This is an optimization exercise on Yosys and OpenROAD, whose aim is small area, a short achievable clock period and few clock cycles, not a production implementation. The RTL was checked by simulation tests, not by an equivalence proof against the original design. Power figures rest on the tool's default switching activity, not on a simulated workload.

== old ==
// yasp_rx
module yasp_rx (
    input             clk,
    input             rst,
    input             req_valid,
    output            req_ready,
    input      [63:0] req_word,
    output reg        resp_valid,
    output reg  [3:0] resp_status,
    output reg [15:0] resp_value,
    output            hinv_valid,
    output      [7:0] hinv_slot,
    output      [7:0] hinv_href,
    output     [15:0] hinv_id,
    output     [15:0] hinv_poff,
    output     [15:0] hinv_plen,
    output reg        ntc_valid,
    output reg  [2:0] ntc_code,
    input             rx_we,
    input       [3:0] rx_waddr,
    input      [31:0] rx_wdata
);
For scale: roughly 3,800 cells after synthesis, ~950 flip-flops, ~200 I/O pins, roughly 0.054 mm^2 of cells after synthesis.
clock: 10.0 ns
lec_check: 0
cap_margin: 40
core_margin: 2
core_utilization: 40
slew_margin: 30
standard.sh (not shown) runs the stock make flow with config.mk's settings and CLKGATE_MAP_FILE= SYNTH_SCRIPT=/design/flow/synth_recipe.tcl, a recipe that flattens the netlist after the stock synthesis.
==> flow/flow/run.sh <==
#!/bin/bash
set -euo pipefail
bash standard.sh SETUP_SLACK_MARGIN=6.6 finish > standard_flow.log 2>&1
Testbench counts of old, summed over its fixed seeds: cycles 17,944.
> inputs changed (old -> new)
--- a/flow/design.v
+++ b/flow/design.v
@@ -203,26 +203,25 @@
     wire d_act = c_proc | (c_hinv & ~ctx_disp);
     wire [3:0]  op    = req_word[63:60];
     wire [15:0] op_a  = req_word[47:32];
     wire [15:0] op_b  = req_word[31:16];
     wire [15:0] op_c  = req_word[15:0];
     wire rsv0  = req_word[59:48] == 12'd0;
     wire is_reg  = (op == OP_REGISTER) && rsv0 && (op_b == 16'd0) && (op_c[15:8] == 8'd0);
     wire is_proc = (op == OP_PROCESS)  && rsv0 && (op_c == 16'd0);
     wire is_disp = (op == OP_DISPATCH) && rsv0;
     wire is_hd   = (op == OP_HDONE)    && rsv0 && (op_a == 16'd0) && (op_b == 16'd0) &&
                    (op_c == 16'd0);
     wire legal   = is_reg | is_proc | is_disp | is_hd;
-    reg rdy;          
-    assign req_ready  = rdy;
+    assign req_ready  = c_idle | (c_hinv & ~c_rh);
     wire   accept     = req_valid & req_ready;
     assign hinv_valid = c_hinv;
     assign hinv_slot  = {5'd0, hslot};
     assign hinv_href  = hhref;
     assign hinv_id    = hid;
     assign hinv_poff  = {9'd0, hpoff};
     assign hinv_plen  = {9'd0, hplen};
     wire       inv_go   = (c_proc & pv & ~p_end) | (c_proc & bypass) | (c_dlook & lk_found);
     wire [2:0] inv_slot = c_dlook ? lk_slot : pv ? p_slot : f_slot;
     always @(posedge clk) begin
         if (rx_we)
             rxw[rx_waddr] <= rx_wdata;
@@ -350,143 +349,127 @@
         resp_status <= ST_OK;
         resp_value  <= 16'd0;
         q_ill <= !legal;
         q_reg <= is_reg;
         if (c_idle) begin
             hpoff <= op_c[6:0];
             hplen <= op_b[6:0];
             a_hi  <= op_a[15:7] != 9'd0;
             b_hi  <= op_b[15:7] != 9'd0;
             c_hi  <= op_c[15:7] != 9'd0;
             if (req_valid) begin
                 c_idle <= 1'b0;
-                rdy <= 1'b0;
                 if (is_proc) begin
                     c_proc <= 1'b1;
                     c_pchk <= 1'b1;
                 end else if (is_disp) begin
                     c_dlook <= 1'b1;
                 end else begin
                     c_resp <= 1'b1;
                 end
             end
         end
         if (c_resp) begin
             c_resp     <= 1'b0;
             c_idle     <= 1'b1;
-            rdy <= 1'b1;
             resp_valid <= 1'b1;
             if (q_ill) begin
                 resp_status <= ST_ILLEGAL;
             end else if (q_reg) begin
                 if (reg_count[3]) begin
                     resp_status <= ST_REG_FULL;
                 end else begin
                     reg_count  <= reg_count + 4'd1;
                     resp_value <= {12'd0, reg_count};
                 end
             end else begin
                 resp_status <= ST_STATE;
             end
         end
         if (c_rh) begin
             c_rh        <= 1'b0;
-            rdy <= 1'b1;
             resp_valid  <= 1'b1;
             resp_status <= q_ill ? ST_ILLEGAL : ST_BUSY;
         end
         if (c_pchk) begin
             c_pchk   <= 1'b0;
             ctx_disp <= 1'b0;
             if (proc_bad) begin
                 resp_valid  <= 1'b1;
                 resp_status <= ST_RANGE;
                 c_proc      <= 1'b0;
                 c_idle      <= 1'b1;
-                rdy <= 1'b1;
             end
         end
         if (c_dlook) begin
             c_dlook <= 1'b0;
             if (disp_bad) begin
                 resp_valid  <= 1'b1;
                 resp_status <= ST_RANGE;
                 c_idle      <= 1'b1;
-                rdy <= 1'b1;
             end else if (lk_found) begin
                 ctx_disp <= 1'b1;
                 hslot    <= lk_slot;
                 c_hinv   <= 1'b1;
-                rdy <= 1'b1;
             end else begin
                 resp_valid <= 1'b1;
                 c_idle     <= 1'b1;
-                rdy <= 1'b1;
             end
         end
         if (c_hinv && !c_rh && req_valid) begin
             if (is_hd) begin
                 resp_valid <= 1'b1;
                 c_hinv     <= 1'b0;
-                rdy <= 1'b0;
                 if (ctx_disp)
                     c_ddone <= 1'b1;
                 else
                     c_proc  <= 1'b1;
             end else begin
                 c_rh <= 1'b1;
-                rdy <= 1'b0;
             end
         end
         if (c_ddone) begin
             resp_valid <= 1'b1;
             resp_value <= 16'd1;
             ctx_disp   <= 1'b0;
             c_ddone    <= 1'b0;
             c_idle     <= 1'b1;
-            rdy <= 1'b1;
         end
         if (c_proc && !c_pchk) begin
             if (pv) begin
                 c_proc <= 1'b0;
                 if (!p_end) begin
                     hslot  <= p_slot;
                     hpoff  <= p_poff;
                     hplen  <= {1'b0, p_plen};
                     c_hinv <= 1'b1;
-                    rdy <= 1'b1;
                 end else begin
                     resp_valid <= 1'b1;
                     resp_value <= {9'd0, pc};
                     ntc_valid  <= p_code != OC_NONE;
                     ntc_code   <= p_code;
                     c_idle     <= 1'b1;
-                    rdy <= 1'b1;
                 end
             end else if (bypass) begin
                 c_proc <= 1'b0;
                 hslot  <= f_slot;
                 hpoff  <= fa + 7'd5;
                 hplen  <= {1'b0, flm4};
                 c_hinv <= 1'b1;
-                rdy <= 1'b1;
             end
         end
         if (rst) begin
             c_idle     <= 1'b1;
-            rdy <= 1'b1;
             c_proc     <= 1'b0;
             c_hinv     <= 1'b0;
-            rdy <= 1'b0;
             c_ddone    <= 1'b0;
             c_dlook    <= 1'b0;
             c_pchk     <= 1'b0;
             c_resp     <= 1'b0;
             c_rh       <= 1'b0;
-            rdy <= 1'b1;
             ctx_disp   <= 1'b0;
             resp_valid <= 1'b0;
             ntc_valid  <= 1'b0;
             reg_count  <= 4'd0;
         end
     end
 endmodule
- Die area essentially unchanged between old and new.
- Routed wire in new totals more than in old.
- Clock skew (new over old): decrease, 0.0075 ns
- Having completed the whole flow, new delivered a layout that passed the timing, design-rule and antenna checks.
- Changes observed in new relative to old: shortest period the worst path allows went up 0.11 ns, count of antenna diodes in the layout went up 1, relative area of non-clock buffer cells in the final design went down 0.17 points, compound-cell area share of the yosys netlist went down 0.91 points, number of standard cells in the final layout excluding fillers went down about 1.2%.
- Re combinational power: old was higher than new.
- Of new and old, old shows the lower ratio of final minimum period to clock period, with new above it.
- Higher fraction of power spent switching nets goes to old over new.
- [new] number of signal-net buffers in the layout fell 3.4% relative to old
Testbench counts of new, summed over its fixed seeds: cycles 17,944.

-- separate check: timing with driven ports --
How much do the figures lean on ideal ports? The routed layouts below were timed once more, with nothing changed but the port constraints. Step 1 sets driving cells, clkbuf_16 on the clock port and buf_2 on the other inputs (assumed; they add their load-dependent delay and slew). Step 2 also shifts input and output timing later by t, the mid clock arrival at the registers, as if the neighbouring blocks saw the same clock. Slacks: ideal / step 1 / step 2; pairs: ideal / step 1.
| run | shift t [ns] | setup WS [ns] | worst setup path after step 2 | slew at the worst register clock pin (ns) |
|---|---|---|---|---|
| old | 0.810 | 6.555 / 6.555 / 5.845 | input to register | 0.07 / 0.07 |
| new | 0.787 | 6.448 / 6.374 / 5.815 | input to register | 0.07 / 0.07 |
After both steps setup and hold are still met in every run listed. For old, which loses most, drivers alone change the setup slack by 0.000 ns; drivers and shift together by -0.710 ns.
